This design comes from an exercise in tuning for small area, a short achievable clock period and few clock cycles per item on the open sky130 flow, not from production work.
At most, simulation tests tie the RTL to the original design; equivalence was not proved.
The RTL of run 1 was laid out without a check of its function.

==> flow/design.v (outline; a module is shown in full before it is edited, if it fits) <==
// module tec_padd: 44 lines
// module tec_pinc: 36 lines
// module tec_lzc32: 32 lines
// module tec_fadd: 95 lines
// module tec_fmul: 81 lines
// module tec_mul24cs: 1085 lines
// module tec_tick: 122 lines
// module tec_opmux: 49 lines
module tec_tick (
    input  wire         clk,
    input  wire         rst,         
    input  wire         start,       
    input  wire         on,          
    input  wire [511:0] temp,        
    input  wire [511:0] w,           
    input  wire [31:0]  b0,
    input  wire [31:0]  b1,
    input  wire [31:0]  b2,
    input  wire [31:0]  a1,
    input  wire [31:0]  a2,
    input  wire [31:0]  off,
    input  wire [31:0]  lo,
    input  wire [31:0]  hi,
    output wire         ready,       
    output reg          done,        
    output reg  [31:0]  mix,
    output wire [31:0]  y
);
  // ...
==> flow/flow/run.sh <==
#!/bin/bash
# Layout flow: the standard ORFS flow (standard.sh), run in two parts:
#  2. placement to the final layout (standard.sh), with
#     - plain buf_1 cells as the port buffers (instead of delay cells);
#     - the port pins placed by flow/pins.tcl before the IO placer runs, so
#       that the port bits feeding one operand-register bit sit together;
#     - a setup-slack target for the timing repair after clock-tree synthesis
#       and after global routing, so that the repair works towards the period
#       the design can reach rather than stopping at the design's 60 ns
#       clock, which every path already meets.
# Each part's full output goes to a log file of its own in this folder.
set -uo pipefail
W=$PWD
export BUFFER_PORTS_ARGS="-buffer_cell sky130_fd_sc_hd__buf_1"
export PRE_IO_PLACEMENT_TCL="$W/flow/pins.tcl"
export SYNTH_KEEP_MODULES=tec_opmux
export MUX_ABC_SCRIPT="$W/flow/abc_mux.script"
export MAIN_ABC_SCRIPT="$W/flow/abc_main.script"
sed -e "s#SYNTH_SCRIPT=[^ ]*#SYNTH_SCRIPT=$W/flow/synth.tcl#" standard.sh > own_synth.sh
grep -q "SYNTH_SCRIPT=$W/flow/synth.tcl" own_synth.sh || exit 1
bash own_synth.sh synth floorplan > flow_1_synth_floorplan.log 2>&1 || exit 1
export SETUP_SLACK_MARGIN=47
bash standard.sh > flow_2_place_to_finish.log 2>&1 || exit 1
==> flow/flow/abc_main.script <==
strash
dch
map -D 9000
topo
stime -c
buffer -c
upsize -c
dnsize -c
==> flow/flow/abc_mux.script <==
strash
&get -n
&st
&dch
&nf -R 1000
&put
topo
stime -c
==> flow/flow/pins.tcl <==
# Places every port pin on the die's edge, in an order that keeps together
# the port bits that feed (or come from) the same bit of the operand
# registers: for bit j, TEMP[0..15] bit j, B0 B1 B2 A1 A2 bit j, W[0..15]
# bit j, LO HI OFF bit j, then MIX and Y bit j. The pins go clockwise from
# the lower left corner, spread evenly over the positions available:
# vertical-layer (met2) tracks on the bottom and top edges, every other
# horizontal-layer (met3) track on the left and right edges.
set order {}
for {set j 0} {$j < 32} {incr j} {
  for {set i 0} {$i < 16} {incr i} { lappend order "temp\[[expr {32 * $i + $j}]\]" }
  foreach p {b0 b1 b2 a1 a2} { lappend order "$p\[$j\]" }
  for {set i 0} {$i < 16} {incr i} { lappend order "w\[[expr {32 * $i + $j}]\]" }
  foreach p {lo hi off mix y} { lappend order "$p\[$j\]" }
}
foreach p {clk rst start on ready done} { lappend order $p }

set die [ord::get_die_area]
set dx [lindex $die 2]
set dy [lindex $die 3]
set m 2.0
# positions: {layer x y}, clockwise
set pos {}
set x [expr {0.23 + 0.46 * ceil(($m - 0.23) / 0.46)}]
while {$x <= $dx - $m} { lappend pos [list met2 $x 0]; set x [expr {$x + 0.46}] }
set y [expr {0.34 + 1.36 * ceil(($m - 0.34) / 1.36)}]
while {$y <= $dy - $m} { lappend pos [list met3 $dx $y]; set y [expr {$y + 1.36}] }
set xs {}
set x [expr {0.23 + 0.46 * ceil(($m - 0.23) / 0.46)}]
while {$x <= $dx - $m} { lappend xs $x; set x [expr {$x + 0.46}] }
foreach x [lreverse $xs] { lappend pos [list met2 $x $dy] }
set ys {}
set y [expr {0.34 + 1.36 * ceil(($m - 0.34) / 1.36)}]
while {$y <= $dy - $m} { lappend ys $y; set y [expr {$y + 1.36}] }
foreach y [lreverse $ys] { lappend pos [list met3 0 $y] }

set np [llength $pos]
set n [llength $order]
if {$n > $np} { error "pins.tcl: $n pins but only $np positions" }
for {set k 0} {$k < $n} {incr k} {
  set q [lindex $pos [expr {int($k * double($np) / $n)}]]
  place_pin -pin_name [lindex $order $k] -layer [lindex $q 0] \
    -location [list [lindex $q 1] [lindex $q 2]] -force_to_die_boundary
}
==> flow/flow/synth.tcl <==
proc synth {args} { yosys synth -nofsm -noshare {*}$args }
proc abc {args} {
  set i [lsearch -exact $args -script]
  set margs $args
  lset margs [expr {$i + 1}] $::env(MUX_ABC_SCRIPT)
  yosys abc {*}$margs tec_opmux
  lset args [expr {$i + 1}] $::env(MAIN_ABC_SCRIPT)
  yosys abc {*}$args tec_tick
}
source $::env(SCRIPTS_DIR)/synth.tcl
# left out here: clear keep_hierarchy, flatten, clean up, hide names made inside functions, write 1_2_yosys.v
==> flow/standard.sh <==
#!/bin/bash
# synth_recipe.tcl (not shown) runs the flow's synth.tcl, then flattens the netlist and writes it again
# the make line also repeats each setting of config.mk as NAME=value (left out here)
make -C /OpenROAD-flow-scripts/flow DESIGN_CONFIG=/design/flow/config.mk WORK_HOME=/design/flow/orfs CLKGATE_MAP_FILE= SYNTH_SCRIPT=/design/flow/synth_recipe.tcl "${@:-finish}"
==> flow/config.mk <==
export PLATFORM = sky130hd
export DESIGN_NAME = tec_tick
export DESIGN_NICKNAME = tec_tick
export VERILOG_FILES = /design/flow/design.v
export SDC_FILE = /design/flow/constraint.sdc
export NUM_CORES = 8
export LEC_CHECK = 0
export ABC_AREA = 1
export CAP_MARGIN = 20
export CORE_AREA = 5 5 345 345
export CTS_BUF_LIST = sky130_fd_sc_hd__clkbuf_4 sky130_fd_sc_hd__clkbuf_8
export DIE_AREA = 0 0 350 350
export PLACE_DENSITY = 0.7
export SLEW_MARGIN = 20
==> flow/constraint.sdc <==
create_clock -name core_clock -period 60.0 [get_ports {clk}]
set_input_delay 12.0000 -clock core_clock [delete_from_list [all_inputs] [get_ports {clk}]]
set_output_delay 12.0000 -clock core_clock [all_outputs]
set_load 0.01 [all_outputs]
==> run_results.csv, run 1 <==
group,metric,value,unit
run_status,status,"no timing/DRC/antenna violations",
final_layout,fillers,11500,
route,wl_met3,44.4,mm
yosys,synth-xor-area-share,8.98,%
timing,clock_skew,0.0897,ns
yosys,ys_top_cells_by_area,"dfxtp_1, fa_1, nand2_1",
critical_path,required,48.00,ns
clock_network,post_cts_buffers,81,
yosys,synth_area_leader_cell,"dfxtp_1",
timing,fin_setup_tns,0,ns
final_layout,antenna_cells,8,
clock_network,cts_tree,"yes",
global_routing,grt_pass1_vias,65200,
route,via_count,70600,
yosys,synth_nets,9686,
final_layout,inv_count,1036,
critical_path,r2r_slack,47.22,ns
critical_path,max_stage_delay,0.44,ns
timing,final_max_slew_viol_count,0,
placement,post-dp-hpwl,226,mm
timing,setup_violations,0,
timing,fin_crit_sh,22.3,%
yosys,synth_top_family_by_area,"compound AO/OA/AOI/OAI gates",
critical_path,path_depth,1,
timing,rsz0062_at_grt,"yes",
die,fp.dieW,350,um
final_layout,multi_input_area_share,64.3,%
placement,placed_area,59000,sq um
die,dieHeight,350,um
yosys,syn_area_per_cell,6.70,sq um
route,ant_nets,0,
clock_network,ctsLongestPathBuffers,3,
hold_path,holdCritStartpoint,"x2[12]",
route,drc,0,
yosys,syn_area,52100,sq um
hold_path,hold_path.class,"reg -> reg",
yosys,seq_area_frac_synth,11.5,%
yosys,synth-edff-count,1,
yosys,synth_common_cells,"nand2_1, inv_1, nor2_1",
critical_path,cp_top_family,"flip-flops",
==> module tec_tick, before the edit <==
module tec_tick (
    input  wire         clk,
    input  wire         rst,         
    input  wire         start,       
    input  wire         on,          
    input  wire [511:0] temp,        
    input  wire [511:0] w,           
    input  wire [31:0]  b0,
    input  wire [31:0]  b1,
    input  wire [31:0]  b2,
    input  wire [31:0]  a1,
    input  wire [31:0]  a2,
    input  wire [31:0]  off,
    input  wire [31:0]  lo,
    input  wire [31:0]  hi,
    output wire         ready,       
    output reg          done,        
    output reg  [31:0]  mix,
    output wire [31:0]  y
);
    reg         idle;
    reg         rst_r;       
    wire        busy = ~idle;
    reg  [4:0]  c;           
    reg         on_r;
    reg  [31:0] opa, opb, p, acc;
    reg  [31:0] x1, x2, y1, y2;
    assign ready = idle;
    assign y     = y1;
    reg         a_acc, b_acc, b_neg;      
    wire [31:0] add_a = a_acc ? acc : mix;
    wire [31:0] add_b0 = b_acc ? acc : p;
    wire [31:0] add_b = {add_b0[31] ^ b_neg, add_b0[30:0]};
    wire [31:0] sum;
    tec_fadd u_add (.a(add_a), .b(add_b), .s(sum));
    wire [31:0] prod;
    tec_fmul u_mul (.a(opa), .b(opb), .p(prod));
    wire [31:0] opa_n, opb_n;
    tec_opmux u_mux (
        .c(c), .temp(temp), .w(w),
        .b0(b0), .b1(b1), .b2(b2), .a1(a1), .a2(a2), .lo(lo), .hi(hi),
        .x1(x1), .x2(x2), .y1(y1), .y2(y2), .x0(sum),
        .opa_n(opa_n), .opb_n(opb_n)
    );
    function automatic is_nan(input [31:0] v);
        is_nan = (v[30:23] == 8'hFF) && (v[22:0] != 0);
    endfunction
    function automatic f_lt(input [31:0] v, input [31:0] u);
        reg [31:0] kv, ku;
        begin
            kv = v[31] ? ~v : {1'b1, v[30:0]};
            ku = u[31] ? ~u : {1'b1, u[30:0]};
            f_lt = kv < ku;
        end
    endfunction
    wire        s_nan = is_nan(sum), l_nan = is_nan(opa), h_nan = is_nan(opb);
    wire        s_lt_l = f_lt(sum, opa);
    wire        h_lt_s = f_lt(opb, sum);
    wire        h_lt_l = f_lt(opb, opa);
    wire        z_is_l = l_nan ? 1'b0 : (s_nan | s_lt_l);              
    wire        z_nan  = s_nan & l_nan;
    wire        h_lt_z = z_is_l ? h_lt_l : h_lt_s;
    wire        y_is_h = h_nan ? 1'b0 : (z_nan | h_lt_z);              
    wire [31:0] y_new  = y_is_h ? opb : (z_is_l ? opa : sum);
    always @(posedge clk) begin
        opa <= opa_n;
        opb <= opb_n;
        p   <= prod;
        a_acc <= (c >= 5'd18);               
        b_acc <= (c == 5'd17);
        b_neg <= (c >= 5'd21);
        if (idle) begin
            on_r <= on;
            mix  <= 32'h00000000;
        end else if (c >= 5'd2 && c <= 5'd17)
            mix <= sum;
        if (idle || c <= 5'd18)
            acc <= off;                      
        else if (c == 5'd19)
            acc <= p;                        
        else
            acc <= sum;
        if (rst) begin
            idle <= 1'b1;
            c    <= 5'd0;
            done <= 1'b0;
        end else begin
            done <= 1'b0;
            if (idle) begin
                if (start) begin
                    idle <= 1'b0;
                    c    <= 5'd1;
                end
            end else begin
                c <= c + 5'd1;
                if (c == 5'd17 && !on_r) begin
                    idle <= 1'b1;
                    c    <= 5'd0;
                    done <= 1'b1;
                end
                if (c == 5'd19) begin
                    x1 <= opb;
                    x2 <= x1;
                end
                if (c == 5'd23) begin
                    y1   <= y_new;
                    y2   <= y1;
                    idle <= 1'b1;
                    c    <= 5'd0;
                    done <= 1'b1;
                end
            end
        end
        rst_r <= rst;
        if (rst_r) begin
            x1   <= 32'h00000000;
            x2   <= 32'h00000000;
            y1   <= 32'h00000000;
            y2   <= 32'h00000000;
        end
    end
endmodule
==> run 2: changes to the inputs <==
--- a/flow/design.v
+++ b/flow/design.v
@@ -1394,3 +1394,2 @@
     reg         idle;
-    reg         rst_r;       
     wire        busy = ~idle;
@@ -1459,2 +1458,6 @@
             done <= 1'b0;
+            x1   <= 32'h00000000;
+            x2   <= 32'h00000000;
+            y1   <= 32'h00000000;
+            y2   <= 32'h00000000;
         end else begin
@@ -1486,9 +1489,2 @@
         end
-        rst_r <= rst;
-        if (rst_r) begin
-            x1   <= 32'h00000000;
-            x2   <= 32'h00000000;
-            y1   <= 32'h00000000;
-            y2   <= 32'h00000000;
-        end
     end
--- a/flow/flow/run.sh
+++ b/flow/flow/run.sh
@@ -21,3 +21,3 @@
 bash own_synth.sh synth floorplan > flow_1_synth_floorplan.log 2>&1 || exit 1
-export SETUP_SLACK_MARGIN=47
+export SETUP_SLACK_MARGIN=46.5
 bash standard.sh > flow_2_place_to_finish.log 2>&1 || exit 1
==> run 2 against run 1 <==
Compared with the run above: design area fell by 6.2%; utilization fell by 3.6 points; critical endpoint is now mix[10]; synthesized cell count barely moved; sequential cell count fell by 1; still clean on timing, DRC and antenna; maximum frequency fell by 0.75%; critical path type unchanged; via count fell by 3.4%.
==> run_results.csv, run 2 <==
group,metric,value,unit
yosys,seq_area_frac_synth,11.6,%
timing,fin_crit_sh,22.5,%
die,fp.dieW,350,um
critical_path,cp-start-kind,"flip-flop",
global_routing,grt_max_degree,77,
critical_path,crit_fanout,3,
placement,placed_area,59000,sq um
yosys,synth_nets,9687,
final_layout,drive_gt1_share,7.71,%
critical_path,r2r_slack,47.11,ns
yosys,netlist.area_leader.share,11.5,%
timing,clock_skew,0.0336,ns
global_routing,grt_usage,44.0,%
clock_network,clk_pin_slew,0.06,ns
die,rows,124,
final_layout,layout_common_cells,"buf_1, nand2_1, inv_1",
timing,tightest_slew,1.26,ns
clock_network,ctsLongestPathBuffers,3,
critical_path,rr_endpoint,"y1[30]",
critical_path,critPathSlowestCell,"dfxtp_1",
hold_path,holdCritStartpoint,"y2[8]",
critical_path,path_buf_inv,1,
critical_path,crit_path_end_kind,"output port",
critical_path,crit_chain,"buf_2",
yosys,syn_area,51900,sq um
timing,worst_hold_slack,0.482,ns
timing,slew-limit-headroom,16.1,%
global_routing,grt_first_pass_wirelength,407,mm
yosys,yosysMostFrequentCell,"nand2_1",
clock_network,cts_tree,"yes",
yosys,synthFlopType,"dfxtp_1",
final_layout,final_nets,11000,
run,drv_cap,0,
critical_path,max_stage_delay,0.50,ns
yosys,yosysWarnings,29,
die,dieHeight,350,um
die,core_area,115000,sq um
placement,post-dp-hpwl,216,mm
clock_network,htreeDepth,2,
clock_network,clock_latency,0.76,ns
yosys,syn_area_per_cell,6.66,sq um
timing,final_max_slew_viol_count,0,
global_routing,antenna_found_initial,13,
route,drt-pass1-iter-count,14,
hold_path,worstHoldEndpoint,"opb[8]",
timing,max_freq,74.0,MHz
yosys,ys_top_cells_by_area,"dfxtp_1, fa_1, ha_1",
timing,fin_crit,13.51,ns
route,wl_per_cell,27.4,um
final_layout,mostFrequentLayoutCell,"buf_1",
yosys,async_flop_share,0,%
global_routing,grt_pass1_vias,64500,
final_layout,syn_to_final_growth,19.8,%
placement,dp_cells,10500,
timing,setup_violations,0,
timing,hold_viol_final,0,
hold_path,hold_path.class,"reg -> reg",
yosys,yosys_register_bits,299,
die,die_area,123000,sq um
critical_path,required,48.00,ns
route,drtIter0Drc,9824,
final_layout,fin_area,62100,sq um
route,via_count,68200,
route,wl,292,mm
die,start_util,45.3,%
global_routing,gr-total-overflow,0,
clock_network,clock-sinks,299,
yosys,synth-edff-count,1,
placement,place.gp.congestion,1.07,
die,ios,0,
hold_path,min_path_cells,2,
route,ant_nets,0,
critical_path,arrival,1.51,ns
yosys,synth_common_cells,"nand2_1, inv_1, nor2_1",
critical_path,r2r_start,"b_acc",
final_layout,final_util,54.2,%
run_status,status,"no timing/DRC/antenna violations",
critical_path,reg2regPathDepth,60,
route,vias_per_cell,6.41,
yosys,synthDistinctLibCells,82,
timing,rsz0062_at_grt,"yes",
clock_network,cts_buffers,54,
critical_path,criticalPathCategory,"reg -> out",
critical_path,cp_top_family,"flip-flops",
placement,io_buffers,1349,
yosys,synth_area_leader_cell,"dfxtp_1",
final_layout,stdcell_count,10600,
yosys,netlist_instances,7788,
timing,fin_setup_tns,0,ns
route,drc,0,
clock_network,cts_root_buf,"clkbuf_8",
[run 2: changes by cell type in the layout (fill, tap and decap cells not counted), moves of 18 or more]
cell	delta
o21ai_0	+139
buf_4	-125
dfxtp_2	-35
a21oi_2	-23
nor2_1	+98
dfxtp_1	+81
a211oi_1	-28
buf_6	-79
buf_1	+51
o21ai_2	-53
dfxtp_4	-47
xor2_1	+18
nand2_1	-107
[run 2: tightest hold or removal path, cell delays in order, from the launching register on]
cell and delay [ns]:
dfxtp_1 0.33, a222oi_1 0.06, nand3_1 0.07
[run 2: layer usage]
layer,global-route usage [%],share of wire (%)
met1,52.0,35
met2,68.3,43
met3,14.2,13
met4,29.9,8.4
met5,0,0.042
[run 2: final cells by class]
type | count | area (sq um)
diodes | 11 | 27.5
clock buffers | 80 | 1000
clock inverters | 11 | 105
fillers | 11800 | 52500
inverters | 1024 | 3960
multi-input cells | 6088 | 41600
flip-flops and latches | 299 | 6030
well taps | 1512 | 1890
repair buffers | 1611 | 7540
repair inverters | 7 | 41.3
[run 2: cell families (layout without fill, tap and decap cells)]
| group | Yosys count | in the layout | share of synthesized area [%] |
|---|---|---|---|
| compound gates | 2464 | 2464 | 29.7 |
| simple gates | 2449 | 2449 | 20.0 |
| buf+inv | 1401 | 2733 | 10.3 |
| fa+ha+maj | 615 | 615 | 18.9 |
| xor+xnor | 533 | 533 | 9.01 |
| flops | 299 | 299 | 11.6 |
| mux | 26 | 26 | 0.514 |
| other cells | 1 | 12 | 0.00723 |
[run 2: metrics by stage]
stage	setup slack [ns]
2_1_floorplan	47.17
3_3_place_gp	43.46
3_5_place_dp	43.41
4_1_cts	46.50
5_1_grt	46.37
6_report	46.49
[run 2: worst max-delay path by stage]
stage	from	slack, ns	depth (start not counted)	endpoint
2_1_floorplan	rst	47.17	5	x2[0]
3_3_place_gp	b_acc	43.46	68	y1[26]
3_5_place_dp	b_acc	43.41	68	y1[26]
4_1_cts	mix[12]	46.50	1	mix[12]
5_1_grt	opa[27]	46.37	77	p[28]
6_report	mix[10]	46.49	1	mix[10]
[run 2: repair_timing]
action,CTS,global route
hold buffers,0,0
cloned,5,13
setup buffers,12,42
pin swaps,8,32
resized for setup,130,193
setup endpoints to repair,79,68
[run 2: modules after synthesis, one instance, submodules excluded]
module     cell area, sq um  cells inside  times used  flops+latches
tec_opmux              6650           928           1              0
tec_tick              45200          6860           1            299
Testbench counts of run 2, summed over its fixed seeds: cycles 114,228, ticks 4,800.
==> run 3: changes to the inputs <==
--- a/flow/config.mk
+++ b/flow/config.mk
@@ -9,6 +9,6 @@
 export CAP_MARGIN = 20
-export CORE_AREA = 5 5 345 345
+export CORE_AREA = 5 5 325 325
 export CTS_BUF_LIST = sky130_fd_sc_hd__clkbuf_4 sky130_fd_sc_hd__clkbuf_8
-export DIE_AREA = 0 0 350 350
-export PLACE_DENSITY = 0.7
+export DIE_AREA = 0 0 330 330
+export PLACE_DENSITY = 0.75
 export SLEW_MARGIN = 20
==> run 3 against run 2 <==
Compared with the run above: worst setup slack gained 0.0082 ns; first-iteration DRC count grew 3.7%; design area shrank 0.32%; sequential share of layout area is essentially flat; clock-buffer cell count shrank 4; die area shrank 11%; area after synthesis is the same; register-to-register slack lost 0.09 ns; hold slack lost 0.0040 ns; still clean.
==> run_results.csv, run 3 <==
group,metric,value,unit
timing,slew-limit-headroom,22.6,%
global_routing,grt_usage,48.0,%
critical_path,reg2regPathDepth,70,
timing,clock_skew,0.0805,ns
yosys,synthFlopType,"dfxtp_1",
global_routing,grt_first_pass_wirelength,398,mm
die,ios,0,
critical_path,path_buf_inv,1,
global_routing,gr-total-overflow,0,
yosys,synthDistinctLibCells,82,
critical_path,critPathSlowestCell,"dfxtp_1",
yosys,synth-xor-area-share,9.01,%
critical_path,required,48.00,ns
die,start_util,51.0,%
yosys,synth-edff-count,1,
yosys,yosysMostFrequentCell,"nand2_1",
critical_path,cp_top_family,"flip-flops",
yosys,synth_nets,9687,
yosys,synth_area_leader_cell,"dfxtp_1",
critical_path,max_stage_delay,0.38,ns
clock_network,clock-sinks,299,
placement,io_buffers,1349,
placement,dp_cells,10300,
timing,max_freq,74.1,MHz
hold_path,hold_path.class,"reg -> reg",
critical_path,cp-start-kind,"flip-flop",
placement,place.gp.congestion,1.09,
yosys,yosys_register_bits,299,
placement,post-dp-hpwl,215,mm
yosys,syn_area,51900,sq um
yosys,synth-adder-area-share,18.9,%
critical_path,path_depth,1,
yosys,async_flop_share,0,%
final_layout,layout_common_cells,"buf_1, nand2_1, inv_1",
final_layout,fillers,9886,
yosys,synth_compound_area_share,29.7,%
critical_path,crit_chain,"buf_1",
run_status,status,"no timing/DRC/antenna violations",
route,ant_nets,0,
clock_network,cts_buffers,53,
yosys,seq_area_frac_synth,11.6,%
timing,tightest_slew,1.15,ns
global_routing,grt_pass1_vias,65800,
yosys,yosysWarnings,29,
timing,rsz0062_at_grt,"yes",
timing,fin_setup_tns,0,ns
clock_network,cts_tree,"yes",
clock_network,ctsLongestPathBuffers,3,
route,wl,286,mm
yosys,synthMuxAreaShare,0.514,%
clock_network,clock_latency,0.82,ns
timing,fin_crit_sh,22.5,%
yosys,synth_top_family_by_area,"compound AO/OA/AOI/OAI gates",
yosys,yosys.area_share.simple,20.0,%
final_layout,multi_input_area,41400,sq um
final_layout,drive_gt1_share,7.59,%
timing,hold_viol_final,0,
timing,worst_hold_slack,0.478,ns
critical_path,arrival,1.50,ns
yosys,netlist.area_leader.share,11.5,%
final_layout,seq_area,6030,sq um
clock_network,htreeDepth,2,
yosys,syn_area_per_cell,6.66,sq um
final_layout,syn_to_final_growth,19.4,%
final_layout,final_nets,11000,
hold_path,min_path_cells,2,
die,die_area,109000,sq um
global_routing,antenna_found_initial,15,
route,vias_per_cell,6.56,
timing,final_max_slew_viol_count,0,
clock_network,hold_buffers,0,
critical_path,criticalPathCategory,"reg -> out",
yosys,ys_top_cells_by_area,"dfxtp_1, fa_1, ha_1",
yosys,synth_common_cells,"nand2_1, inv_1, nor2_1",
die,dieHeight,330,um
route,drc,0,
route,via_count,69000,
clock_network,clk_pin_slew,0.07,ns
route,drt-pass1-iter-count,14,
die,rows,117,
timing,setup_violations,0,
clock_network,cts_root_buf,"clkbuf_8",
final_layout,stdcell_count,10500,
route,drtIter0Drc,10200,
route,wl_per_cell,27.2,um
critical_path,crit_fanout,3,
die,fp.dieW,330,um
yosys,netlist_instances,7788,
global_routing,grt_max_degree,106,
timing,fin_crit,13.50,ns
run,drv_cap,0,
final_layout,mostFrequentLayoutCell,"buf_1",
die,core_area,102000,sq um
critical_path,crit_path_end_kind,"output port",
## run 3: cell counts after synthesis
No cell type changed its count.
## run 3: final cells by class
class	count	share of cell area (%)
clock buffer	76	1.55
tap	1368	2.76
antenna	7	0.0283
inverter	1024	6.39
timing repair inverter	10	0.0929
clock inverter	23	0.511
multi-input combinational	6088	66.8
sequential	299	9.73
timing repair buffer	1620	12.2
## run 3: metrics by stage
stage	setup WS, ns	utilization, %	instance area [sq um]
2_1_floorplan	47.17	-	51900
3_3_place_gp	44.44	57.8	58800
3_5_place_dp	44.17	57.8	58800
4_1_cts	46.50	59.4	60500
5_1_grt	46.34	60.9	61900
6_report	46.50	60.9	61900
## run 3: logic make-up after synthesis
| group | Yosys count |
|---|---|
| compound gates | 2464 |
| xor+xnor | 533 |
| fa+ha+maj | 615 |
| buf+inv | 1401 |
| flops | 299 |
| mux | 26 |
| other cells | 1 |
| simple gates | 2449 |
## run 3: metal layers
metal,track usage (%),vias up,routed length (um)
li1,-,29800,-
met1,54.7,31600,94900
met2,71.6,5778,119000
met3,17.7,1780,40800
met4,39.9,20,30100
met5,0,-,214
## run 3: what timing repair did
action,in CTS,in global routing
buffers inserted,0,65
setup endpoints to repair,77,63
resized for setup,97,181
pin swaps,1,26
cloned,6,16
## run 3: final timing paths
path         startpoint  endpoint  slack [ns]
max              mix[9]    mix[9]       46.50
min              y2[16]   opb[16]        0.48
max reg2reg       b_acc    y1[16]       47.02
min reg2reg      y2[16]   opb[16]        0.48
## run 3: worst min-delay path, delay by kind of cell (launching register included)
kind	cells	cell delay [ns]
and+or+nand+nor	1	0.07
DFF	1	0.32
AOI/OAI and AO/OA	1	0.06
## run 3: per-module statistics from Yosys (local to each module, per instance)
module	copies in the design	cell area, sq um	cells
tec_opmux	1	6650	928
tec_tick	1	45200	6860

[afterwards: timing with drivers on the ports]
The results above use ideal ports. As a check the final layouts listed here were re-extracted and re-timed, cells and wires unchanged.
Step 1 sets driving cells, clkbuf_16 on the clock port and buf_2 on the other inputs (assumed; they add their load-dependent delay and slew).
Step 2 adds t to the input delays and takes it off the output delays; t is the mean of the earliest and latest rising clock arrival at the registers after step 1. Input paths then give back, and output paths get back, about the clock's delay inside the block.
Slacks: no drivers / after step 1 / after step 2; pairs: no drivers / after step 1.
run | t, ns | setup slack, ns | clock arrival spread, ns
run 1 | 0.866 | 46.596 / 46.508 / 46.284 | 0.090 / 0.090
run 2 | 0.831 | 46.494 / 46.408 / 45.878 | 0.033 / 0.034
run 3 | 0.861 | 46.502 / 46.421 / 46.224 | 0.081 / 0.081
After both steps setup and hold are still met in every run listed. The setup slack of run 2, which loses most, moves by -0.086 ns with the drivers and by -0.616 ns with both steps.
